Context: an optimization exercise on an open-source flow, tuned for small area, a short achievable clock period and few clock cycles. The choices shown serve that exercise and are no tape-out recipe. Function was checked by simulation only, so behaviour that the tests miss may differ from the original.

==> job 6113 <==
## csa_core
module csa_core (
    input  wire        clk,
    input  wire        rst,           
    input  wire [15:0] limit,         
    output wire [4:0]  pmem_addr,
    input  wire [47:0] pmem_rdata,
    input  wire        in_valid,      
    input  wire [31:0] in_tick,       
    input  wire [31:0] in_code,       
    output wire        in_pop,        
    output reg         out_valid,
    output wire [31:0] out_data,
    output reg         done,
    output reg  [3:0]  status,
    output wire [31:0] tick,
    output reg  [15:0] icount,
    output reg  [31:0] acc,
    output reg  [31:0] pc
);
export LEC_CHECK = 0
export CAP_MARGIN = 20
export CORE_MARGIN = 2
export CORE_UTILIZATION = 50
export SETUP_SLACK_MARGIN = 3.5
export SLEW_MARGIN = 20
export SYNTH_HIERARCHICAL = 1
export TNS_END_PERCENT = 5
create_clock -name core_clock -period 7.0 [get_ports {clk}]
run.sh (not shown) runs the stock make flow with config.mk's settings and CLKGATE_MAP_FILE= SYNTH_SCRIPT=/design/flow/synth_recipe.tcl, a recipe that flattens the netlist after the stock synthesis.
==> inputs of job 2020, as changes to job 6113 <==
--- a/flow/design.v
+++ b/flow/design.v
@@ -38,16 +38,17 @@
     localparam S_INTCHK = 3'd2;    
     localparam S_IRQ    = 3'd3;    
     localparam S_LDPC   = 3'd4;    
     localparam S_STOP   = 3'd5;
     localparam S_FIN    = 3'd6;    
     reg [2:0]  state;
     reg [19:0] tick_r;
     reg [2:0]  tk_p;                  
+    reg [3:0]  kk;                    
     reg [3:0]  fin_st;                
     reg [4:0]  sp;
     reg        sp_z, sp_max;          
     reg        ie, be;
     reg        acc_z;                 
     reg        pc_oor;                
     reg        lim_hit;               
     reg        cont;                  
@@ -68,16 +69,17 @@
     reg [31:0] opr;                   
     reg        stale;                 
     reg        hv_r;
     reg        ht_hi;                 
     reg [20:0] gap;                   
     reg [5:0]  tos;                   
     reg [5:0]  nos;                   
     reg [4:0]  fa;                    
+    reg        pred;                  
     reg        pc_unk;                
     reg [4:0]  pc_src;
     reg        vc_valid, vc_argp, vc_inr;
     reg [4:0]  vc_v;
     reg [31:0] dmem  [1:31];
     reg [31:1] dvalid;
     reg [5:0]  stack [0:30];
     assign tick     = {12'd0, tick_r};
@@ -113,18 +115,29 @@
     wire        f_mism = f_data            ? (f_mode == M_N) :
                          (f_op == 8'h01)   ? !f_mmem :
                                              (f_mode != M_N);
     wire [3:0]  f_fault = (f_op > 8'h0F)                                ? ST_F_UNK :
                           (f_mode > M_PD || pmem_rdata[35:32] != 4'd0)  ? ST_F_RSV :
                           f_mism                                        ? ST_F_AM  :
                           (((f_mode != M_N) || f_xfer) && !f_argp)      ? ST_F_MISS :
                                                                           4'd0;
-    wire [2:0]  f_k = 3'd1 + ((f_mode == M_I) ? 3'd1 : (f_mode == M_D) ? 3'd2 : 3'd0) +
-                      ((f_op == 8'h01) ? 3'd2 : (f_op == 8'h04) ? 3'd0 : 3'd1);
+    reg  [2:0]  f_k;
+    always @(*) begin
+        case ({f_mode == M_I, f_mode == M_D, f_op == 8'h01, f_op == 8'h04})
+            4'b0000: f_k = 3'd2;      
+            4'b0001: f_k = 3'd1;      
+            4'b0010: f_k = 3'd3;      
+            4'b1000: f_k = 3'd3;      
+            4'b1010: f_k = 3'd4;      
+            4'b0100: f_k = 3'd4;      
+            4'b0110: f_k = 3'd5;      
+            default: f_k = 3'd1;      
+        endcase
+    end
     wire op_load = cr_oh[OP_LOAD], op_st  = cr_oh[OP_ST];
     wire op_add  = cr_oh[OP_ADD],  op_cmp = cr_oh[OP_CMP];
     wire op_ei   = cr_oh[OP_EI],   op_di  = cr_oh[OP_DI];
     wire op_call = cr_oh[OP_CALL], op_iret = cr_oh[OP_IRET];
     wire op_rets = cr_oh[OP_RET] || op_iret;
     wire op_halt = cr_oh[OP_HALT];
     wire taken = cr_oh[OP_JUMP] || cr_oh[OP_CALL] ||
                  (cr_oh[OP_JZ]  &&  acc_z) ||
@@ -155,17 +168,16 @@
                            ex_inx ? ST_INEXH :
                            ex_stk ? ST_F_STACK : ST_HALT;
     wire [2:0] ex_stop_ticks = (ex_lim || ex_pcf) ? 3'd0 :
                                (ex_dec || ex_aob || ex_stk || op_halt) ? {2'd0, !cont} :
                                {1'b0, !cont, cont};           
     wire ie_eff = op_ei || op_iret || (ie && !op_di);
     wire stall  = stale && (((state == S_EX) && (polls || (ie_eff && !cr_first))) ||
                             (state == S_INTCHK));
-    wire [3:0]  kk     = {1'b0, tk_p} + {1'b0, cr_k};           
     wire        gap_le = gap[20] || ((gap[19:4] == 16'd0) && (gap[3:0] <= kk));
     wire        due    = hv_r && !ht_hi && gap_le;
     wire        defer  = polls && ie_eff;
     wire        irq    = ie_eff && due && !polls;
     wire        ret_ptr = tos[5];
     wire [5:0]  ret_np  = {1'b0, tos[4:0]} + 6'd1;
     wire [5:0]  pc_np   = {1'b0, pc[4:0]} + 6'd1;
     wire [31:0] npc     = taken   ? cr_arg :
@@ -176,16 +188,21 @@
     wire [31:0] pm1       = pm1_c[31:0];
     wire        pm1_inr   = (!pc_oor && pc[4:0] != 5'd0) || (pc == 32'd32);    
     wire [4:0]  pm1_lo    = pc[4:0] - 5'd1;
     wire [5:0]  irq_entry = (!pc_unk && pm1_inr) ? {1'b0, pm1_lo} : {1'b1, pc_src};
     wire ex_act   = (state == S_EX) && !stall;
     wire ex_go    = ex_act && !ex_stop;
     wire ex_half  = ex_go && cr_first;                         
     wire ex_done  = ex_go && !cr_first;                        
+    wire        irq_fast = ex_done && irq && pred && vc_valid && vc_argp && vc_inr && !sp_max;
+    wire        irq_slow = irq && !irq_fast;
+    wire        am1_inr  = (cr_inb && !cr_a0) || (cr_arg == 32'd32);
+    wire [4:0]  am1_lo   = cr_arg[4:0] - 5'd1;
+    wire [5:0]  fast_entry = !taken ? {1'b0, pc[4:0]} : am1_inr ? {1'b0, am1_lo} : {1'b1, pc[4:0]};
     wire ic_act   = (state == S_INTCHK) && !stall;
     wire irq_ok   = (state == S_IRQ) && vc_valid && vc_argp && !sp_max;
     wire irq_bad  = (state == S_IRQ) && vc_valid && !(vc_argp && !sp_max);
     wire [31:0] adj;                                         
     csa_core_incdec u_adj (.a(opr), .inc(cr_pi), .s(adj));
     wire        wr_st = ex_act && !cr_first && op_st && !ex_lim && !ex_pcf && !ex_dec &&
                         !ex_aob && !ex_inx;
     wire        wr_pp = ex_half && !cr_x;                      
@@ -195,17 +212,19 @@
     wire [31:1] dvalid_nx;
     genvar g;
     generate
         for (g = 1; g < 32; g = g + 1) begin : g_dv
             assign dvalid_nx[g] = dvalid[g] || (wr && wa == g);
         end
     endgenerate
     wire        cr_hold = (state == S_EX) && stall;           
+    wire [2:0]  cr_k_d;                                        
     wire        cr_ptr  = (state == S_EX) && cr_first && !(stale && polls);
+    assign      cr_k_d  = cr_ptr ? (op_st ? 3'd4 : 3'd3) : cr_hold ? cr_k : f_k;
     wire [4:0]  sel_a   = cr_ptr ? rd[4:0] : cr_hold ? cr_arg[4:0] : pmem_rdata[4:0];
     wire        sel_en  = cr_ptr ? 1'b1 : cr_hold ? cr_mem : f_mmem;
     wire        src_f   = !cr_ptr && !cr_hold;               
     wire [31:1] sel_nx;
     generate
         for (g = 1; g < 32; g = g + 1) begin : g_sel
             assign sel_nx[g] = dvalid[g] &&                         
                                ((cr_ptr && (rd[4:0] == g)) ||
@@ -232,78 +251,107 @@
                         (state == S_INTCHK) ? pc_np[4:0] :
                         (state == S_IRQ)    ? (vc_valid ? vc_v : 5'd0) :
                         (state == S_LDPC)   ? pc_src :
                                               npc[4:0];
     assign pmem_addr = (state == S_IRQ) ? (vc_v & {5{vc_valid}}) : fa;
     wire        az_nx  = (ex_done && op_load) ? opnd_z : (ex_done && op_add) ? sum_z : acc_z;
     wire        a0_nx  = (ex_done && op_load) ? opnd[0] : (ex_done && op_add) ? sum[0] : acc[0];
     wire        be_nx  = (ex_done && op_cmp) ? ge : be;
-    wire [4:0]  tos_nx = (ex_done && op_call) ? pc[4:0] :
-                         (ex_done && op_rets) ? nos[4:0] :
-                         irq_ok ? irq_entry[4:0] : tos[4:0];
-    wire [4:0]  pcf    = (state == S_IRQ) ? vc_v : pa_cur;
+    wire        fast_push = irq_fast && !op_rets;
+    wire [4:0]  tos1_b = (ex_done && op_call && !irq_fast) ? pc[4:0] + 5'd1 :
+                         (ex_done && op_rets && !irq_fast) ? nos[4:0] + 5'd1 :
+                         irq_ok ? irq_entry[4:0] + 5'd1 : tos[4:0] + 5'd1;
+    wire [4:0]  tos1_nx = fast_push ? fast_entry[4:0] + 5'd1 : tos1_b;
+    wire [4:0]  pa1    = pa_cur + 5'd1;
+    wire [4:0]  vc1    = vc_v + 5'd1;
+    wire [4:0]  pcf1   = ((state == S_IRQ) || irq_fast) ? vc1 : pa1;
     wire [3:0]  w_op   = pmem_rdata[43:40];
     wire        w_tk   = (w_op == OP_JUMP) || (w_op == OP_CALL) ||
                          ((w_op == OP_JZ)  &&  az_nx) ||
                          ((w_op == OP_JNZ) && !az_nx) ||
                          ((w_op == OP_JBE) &&  be_nx) ||
                          ((w_op == OP_JEV) && !a0_nx);
     wire        w_rt   = (w_op == OP_RET) || (w_op == OP_IRET);
-    wire [4:0]  w_npc  = w_tk ? pmem_rdata[4:0] : w_rt ? tos_nx + 5'd1 : pcf + 5'd1;
-    wire [4:0]  fa_nx  =
+    wire [4:0]  w_npc  = w_tk ? pmem_rdata[4:0] : w_rt ? tos1_nx : pcf1;
+    wire        w_plain = (f_fault == 4'd0) &&
+                          (((w_op == OP_NOP) || (w_op == OP_EI) || (w_op == OP_DI) ||
+                            (w_op == OP_JUMP) || (w_op == OP_JZ) || (w_op == OP_JNZ) ||
+                            (w_op == OP_JBE) || (w_op == OP_JEV) ||
+                            (w_op == OP_RET) || (w_op == OP_IRET)) ||
+                           (((w_op == OP_LOAD) || (w_op == OP_ST) || (w_op == OP_ADD) ||
+                             (w_op == OP_CMP)) &&
+                            ((f_mode == M_I) || ((f_mode == M_D) && (pmem_rdata[31:5] == 27'd0) &&
+                                                 (pmem_rdata[4:0] != 5'd0)))));
+    wire        ie_nx   = irq_ok ? 1'b0 : ex_done ? (ie_eff && !irq_fast) : ie;
+    wire        w_ie    = (w_op == OP_EI) || (w_op == OP_IRET) || (ie_nx && (w_op != OP_DI));
+    wire        w_due   = !stale && hv_r && !ht_hi &&
+                          (gap[20] || ((gap[19:3] == 17'd0) && (gap[2:0] <= f_k)));
+    wire        fresh   = (state == S_FETCH) ||
+                          (ex_done && !defer && !irq_slow && !(op_rets && ret_ptr && !irq_fast)) ||
+                          (ic_act && !irq2) || (irq_ok && vc_inr);
+    wire        pred_nx = fresh && w_plain && w_ie && w_due && !in_pop && vc_valid;
+    wire [4:0]  fa_nx  = pred_nx ? vc_v :
         (state == S_FETCH)                   ? w_npc :
         (state == S_EX) ?
             ((stall || ex_half || ex_stop) ? fa :
              defer                               ? pc_np[4:0] :
-             (op_rets && ret_ptr)                ? tos[4:0] : w_npc) :
+             (op_rets && ret_ptr && !irq_fast)   ? tos[4:0] : w_npc) :
         (state == S_INTCHK) ?
             (stall                               ? fa : w_npc) :
         (state == S_IRQ) ?
             (!vc_valid                           ? pmem_rdata[4:0] :
              !irq_ok                             ? fa :
              vc_inr                              ? w_npc : 5'd0) :
         (state == S_LDPC)                    ? pmem_rdata[4:0] : fa;
     wire        icnt_inc = (ex_done && !defer) || ic_act;
     wire [2:0]  tk_inc = !ex_act  ? 3'd0 :
                          ex_stop  ? ex_stop_ticks :
                          cr_first ? (cr_x ? 3'd3 : 3'd5) : cr_k;
-    wire        tk_cin = (ex_done && !defer && !irq) || (ic_act && !irq2) || irq_ok;
+    wire        tk_cin = (ex_done && !defer && !irq_slow) || (ic_act && !irq2) || irq_ok;
     wire [19:0] tick_nx;
     csa_core_tick u_tick (.t(tick_r), .inc(tk_p), .s(tick_nx));
     wire [20:0] gap_nx;
     csa_core_gap u_gap (.h(in_tick[19:0]), .t(tick_nx), .d(gap_nx));
     wire [15:0] icount_1 = icount + 16'd1;
     wire [15:0] icount_m = icount - 16'd1;
     always @(posedge clk) begin
         if (wr && wa != 5'd0)
             dmem[wa] <= wdata;
     end
     always @(posedge clk) begin
         if (irq_ok)
             stack[sp] <= irq_entry;
+        else if (fast_push)
+            stack[sp] <= fast_entry;
         else if (ex_done && op_call)
             stack[sp] <= {1'b0, pc[4:0]};
     end
     always @(posedge clk) begin
         if (irq_ok) begin
             tos <= irq_entry;
             nos <= tos;
+        end else if (irq_fast) begin
+            if (!op_rets) begin
+                tos <= fast_entry;
+                nos <= tos;
+            end
         end else if (ex_done && op_call) begin
             tos <= {1'b0, pc[4:0]};
             nos <= tos;
         end else if (ex_done && op_rets) begin
             tos <= nos;
             nos <= stack[sp - 5'd3];
         end
     end
     always @(posedge clk) begin
         stale <= rst || in_pop;
         hv_r  <= in_valid;
         fa    <= rst ? 5'd2 : fa_nx;
+        pred  <= !rst && pred_nx;
         ht_hi <= (in_tick[31:20] != 12'd0);
         gap   <= gap_nx;
     end
     always @(posedge clk) begin
         opr <= opr_nx;
         if (cr_ptr) begin
             cr_imm   <= 1'b0;
             cr_mem   <= 1'b1;
@@ -355,16 +403,17 @@
             cont     <= 1'b0;
             pc_unk   <= 1'b0;
             vc_valid <= 1'b0;
             dvalid   <= 31'd0;
         end else begin
             dvalid <= dvalid_nx;
             tick_r <= tick_nx;
             tk_p   <= tk_inc + {2'd0, tk_cin};
+            kk     <= {1'b0, tk_inc} + {3'd0, tk_cin} + {1'b0, cr_k_d};
             if (wr && wa == 5'd1)
                 out_valid <= 1'b1;
             if (icnt_inc) begin
                 icount  <= icount_1;
                 lim_hit <= (icount_1 >= limit);
             end
             if (irq_bad) begin
                 icount  <= icount_m;
@@ -379,29 +428,33 @@
                     state  <= S_FIN;
                 end else if (cr_first) begin
                     cont <= 1'b1;
                 end else begin
                     cont <= 1'b0;
                     if (op_load) begin acc <= opnd; acc_z <= opnd_z; end
                     if (op_add)  begin acc <= sum;  acc_z <= sum_z;  end
                     if (op_cmp)  be  <= ge;
-                    ie <= ie_eff;
-                    if (op_call) begin
+                    ie <= ie_eff && !irq_fast;
+                    if (op_call || fast_push) begin
                         sp     <= sp + 5'd1;
                         sp_z   <= 1'b0;
                         sp_max <= (sp == 5'd30);
                     end
-                    if (op_rets) begin
+                    if (op_rets && !irq_fast) begin
                         sp     <= sp - 5'd1;
                         sp_z   <= (sp == 5'd1);
                         sp_max <= 1'b0;
                     end
                     if (defer) begin
                         state  <= S_INTCHK;
+                    end else if (irq_fast) begin
+                        pc     <= {27'd0, vc_v};
+                        pc_oor <= 1'b0;
+                        pc_unk <= 1'b0;
                     end else begin
                         pc     <= npc;
                         pc_oor <= taken ? !cr_inb : op_rets ? ret_np[5] : pc_np[5];
                         pc_unk <= op_rets && ret_ptr;
                         pc_src <= op_rets ? tos[4:0] : pc[4:0];
                         state  <= irq ? S_IRQ : (op_rets && ret_ptr) ? S_LDPC : S_EX;
                     end
                 end
==> inputs of job 4970, as changes to job 6113 <==
--- a/flow/design.v
+++ b/flow/design.v
@@ -5,17 +5,17 @@
     output wire [4:0]  pmem_addr,
     input  wire [47:0] pmem_rdata,
     input  wire        in_valid,      
     input  wire [31:0] in_tick,       
     input  wire [31:0] in_code,       
     output wire        in_pop,        
     output reg         out_valid,
     output wire [31:0] out_data,
-    output reg         done,
+    output wire        done,
     output reg  [3:0]  status,
     output wire [31:0] tick,
     output reg  [15:0] icount,
     output reg  [31:0] acc,
     output reg  [31:0] pc
 );
     localparam ST_RUN     = 4'd0;
     localparam ST_HALT    = 4'd1;
@@ -59,33 +59,33 @@
     reg        cr_mem;                
     reg        cr_first;              
     reg        cr_x;                  
     reg        cr_pi;                 
     reg [2:0]  cr_k;                  
     reg [31:0] cr_arg;
     reg        cr_inb;                
     reg        cr_a0;                 
-    reg        cr_pollok;             
     reg [31:0] opr;                   
     reg        stale;                 
     reg        hv_r;
     reg        ht_hi;                 
     reg [20:0] gap;                   
     reg [5:0]  tos;                   
     reg [5:0]  nos;                   
     reg [4:0]  fa;                    
     reg        pc_unk;                
     reg [4:0]  pc_src;
     reg        vc_valid, vc_argp, vc_inr;
     reg [4:0]  vc_v;
     reg [31:0] dmem  [1:31];
     reg [31:1] dvalid;
     reg [5:0]  stack [0:30];
     assign tick     = {12'd0, tick_r};
+    assign done     = (status != ST_RUN);
     assign out_data = dmem[1];
     integer i;
     function [32:0] ks_add(input [31:0] a, input [31:0] b, input cin);
         reg [31:0] g, p, gn, pn;
         integer d, j;
         begin
             g = a & b;
             p = a ^ b;
@@ -198,41 +198,37 @@
         for (g = 1; g < 32; g = g + 1) begin : g_dv
             assign dvalid_nx[g] = dvalid[g] || (wr && wa == g);
         end
     endgenerate
     wire        cr_hold = (state == S_EX) && stall;           
     wire        cr_ptr  = (state == S_EX) && cr_first && !(stale && polls);
     wire [4:0]  sel_a   = cr_ptr ? rd[4:0] : cr_hold ? cr_arg[4:0] : pmem_rdata[4:0];
     wire        sel_en  = cr_ptr ? 1'b1 : cr_hold ? cr_mem : f_mmem;
-    wire        src_f   = !cr_ptr && !cr_hold;               
     wire [31:1] sel_nx;
     generate
         for (g = 1; g < 32; g = g + 1) begin : g_sel
-            assign sel_nx[g] = dvalid[g] &&                         
-                               ((cr_ptr && (rd[4:0] == g)) ||
-                                (cr_hold && cr_mem && (cr_arg[4:0] == g)) ||
-                                (src_f && f_mmem && (pmem_rdata[4:0] == g)));
+            assign sel_nx[g] = sel_en && (sel_a == g) && dvalid[g];    
         end
     endgenerate
     reg  [31:0] rd_nx;
     always @(*) begin
         rd_nx = 32'd0;
         for (i = 1; i < 32; i = i + 1)
             rd_nx = rd_nx | ({32{sel_nx[i]}} & dmem[i]);
     end
     wire        imm_nx  = cr_ptr ? 1'b0 : cr_hold ? cr_imm : (f_mode == M_I);
     wire [31:0] arg_nx  = cr_ptr ? rd : cr_hold ? cr_arg : pmem_rdata[31:0];
     wire        poll_nx = sel_en && (sel_a == 5'd0);
     wire        fwd     = wr && (wa == sel_a);
     wire [31:0] opr_nx  = imm_nx  ? arg_nx :
                           poll_nx ? in_code :
                           fwd     ? wdata : rd_nx;
-    assign in_pop = (state == S_EX) && !stale && hv_r && cr_pollok &&
-                    (cont || (!lim_hit && !pc_oor));
+    assign in_pop = (state == S_EX) && !stale && !ex_lim && !ex_pcf && !ex_dec &&
+                    polls && hv_r;
     wire [4:0] pa_cur = (state == S_FETCH)  ? pc[4:0] :
                         (state == S_INTCHK) ? pc_np[4:0] :
                         (state == S_IRQ)    ? (vc_valid ? vc_v : 5'd0) :
                         (state == S_LDPC)   ? pc_src :
                                               npc[4:0];
     assign pmem_addr = (state == S_IRQ) ? (vc_v & {5{vc_valid}}) : fa;
     wire        az_nx  = (ex_done && op_load) ? opnd_z : (ex_done && op_add) ? sum_z : acc_z;
     wire        a0_nx  = (ex_done && op_load) ? opnd[0] : (ex_done && op_add) ? sum[0] : acc[0];
@@ -309,41 +305,38 @@
             cr_mem   <= 1'b1;
             cr_first <= 1'b0;
             cr_k     <= op_st ? 3'd4 : 3'd3;
             cr_fault <= 4'd0;
             cr_dec   <= 1'b0;
             cr_arg   <= rd;
             cr_inb   <= (rd[31:5] == 27'd0);
             cr_a0    <= (rd == 32'd0);
-            cr_pollok <= (rd == 32'd0);
         end else if (!cr_hold) begin
             cr_op    <= pmem_rdata[43:40];
             for (i = 0; i < 16; i = i + 1)
                 cr_oh[i] <= (pmem_rdata[43:40] == i);
             cr_dec   <= (f_fault != 4'd0);
             cr_imm   <= (f_mode == M_I);
             cr_mem   <= f_mmem;
             cr_first <= (f_mode == M_X) || (f_mode == M_PI) || (f_mode == M_PD);
             cr_x     <= (f_mode == M_X);
             cr_pi    <= (f_mode == M_PI);
             cr_k     <= f_k;
             cr_fault <= f_fault;
             cr_arg   <= pmem_rdata[31:0];
             cr_inb   <= (pmem_rdata[31:5] == 27'd0);
             cr_a0    <= (pmem_rdata[31:0] == 32'd0);
-            cr_pollok <= f_mmem && (pmem_rdata[31:0] == 32'd0) && (f_fault == 4'd0);
         end
     end
     always @(posedge clk) begin
         out_valid <= 1'b0;
         if (rst) begin
             state    <= S_FETCH;
             status   <= ST_RUN;
-            done     <= 1'b0;
             tick_r   <= 20'd0;
             tk_p     <= 3'd0;
             icount   <= 16'd0;
             acc      <= 32'd0;
             acc_z    <= 1'b1;
             pc       <= 32'd2;
             pc_oor   <= 1'b0;
             sp       <= 5'd0;
@@ -448,17 +441,16 @@
             S_LDPC: begin
                 pc     <= pmem_rdata[31:0];
                 pc_oor <= (pmem_rdata[31:5] != 27'd0);
                 pc_unk <= 1'b0;
                 state  <= S_FETCH;
             end
             S_FIN: begin
                 status <= fin_st;
-                done   <= 1'b1;
                 state  <= S_STOP;
             end
             default: state <= S_STOP;
             endcase
         end
     end
 endmodule
 module csa_core_add (
==> metrics.cfg <==
[status]
run_status=no timing/DRC/antenna violations

[sta]
fmaxAchievable_ghz=0.258

[power_and_ir_drop]
p_sw_share_pct=32.3

[worst_setup_path]
critPathLaunch=pmem_rdata[2]

[yosys]
ys_seq_elements=1485

Source of the figures above: job 4970

==> metrics.cfg <==
[status]
run_status=no timing/DRC/antenna violations

[power_and_ir_drop]
p_sw_share_pct=31.7

[worst_setup_path]
critPathLaunch=pmem_rdata[45]

[drt]
vias=50700

Source of the figures above: job 2020

==> metrics.cfg <==
[status]
run_status=no timing/DRC/antenna violations

[yosys]
ys_seq_elements=1487

[worst_setup_path]
critPathLaunch=cr_oh[9]
critPathKind=reg2reg

[sta]
tns_ns=0
fmaxAchievable_ghz=0.260

[power_and_ir_drop]
p_sw_share_pct=31.7
p_int_uw=17700

Source of the figures above: job 6113

Testbench counts of job 6113, summed over its fixed seeds: cycles 92,080.
Testbench counts of job 2020, summed over its fixed seeds: cycles 89,648.
Testbench counts of job 4970, summed over its fixed seeds: cycles 92,080.

-- separate check: timing with driven ports --
How much do the figures lean on ideal ports? The routed layouts below were timed once more, with nothing changed but the port constraints. Step 1, drivers: a clkbuf_16 drives clk and a buf_2 each remaining input, both assumed. Step 2 moves the port delays by t, midway between the first and last clock arrival at a register: inputs arrive t later, outputs are due t later. That takes back most of the time a late clock gives input paths. Three values: ideal, step 1, step 2; two values: the first two.
run	t, ns	slack for setup (ns)	worst hold slack (ns)	worst setup path after step 2	worst data-port slew with drivers (ns)
job 6113	0.876	3.160 / 3.160 / 2.302	0.467 / 0.467 / 0.467	input to register	0.20
job 2020	0.865	2.838 / 2.881 / 2.017	0.468 / 0.468 / 0.468	input to register	0.12
job 4970	0.890	3.124 / 3.137 / 2.290	0.473 / 0.473 / 0.473	input to register	0.14
After both steps every run listed still meets setup and hold. For job 6113, which loses most, drivers alone change the setup slack by 0.000 ns; drivers and shift together by -0.858 ns.
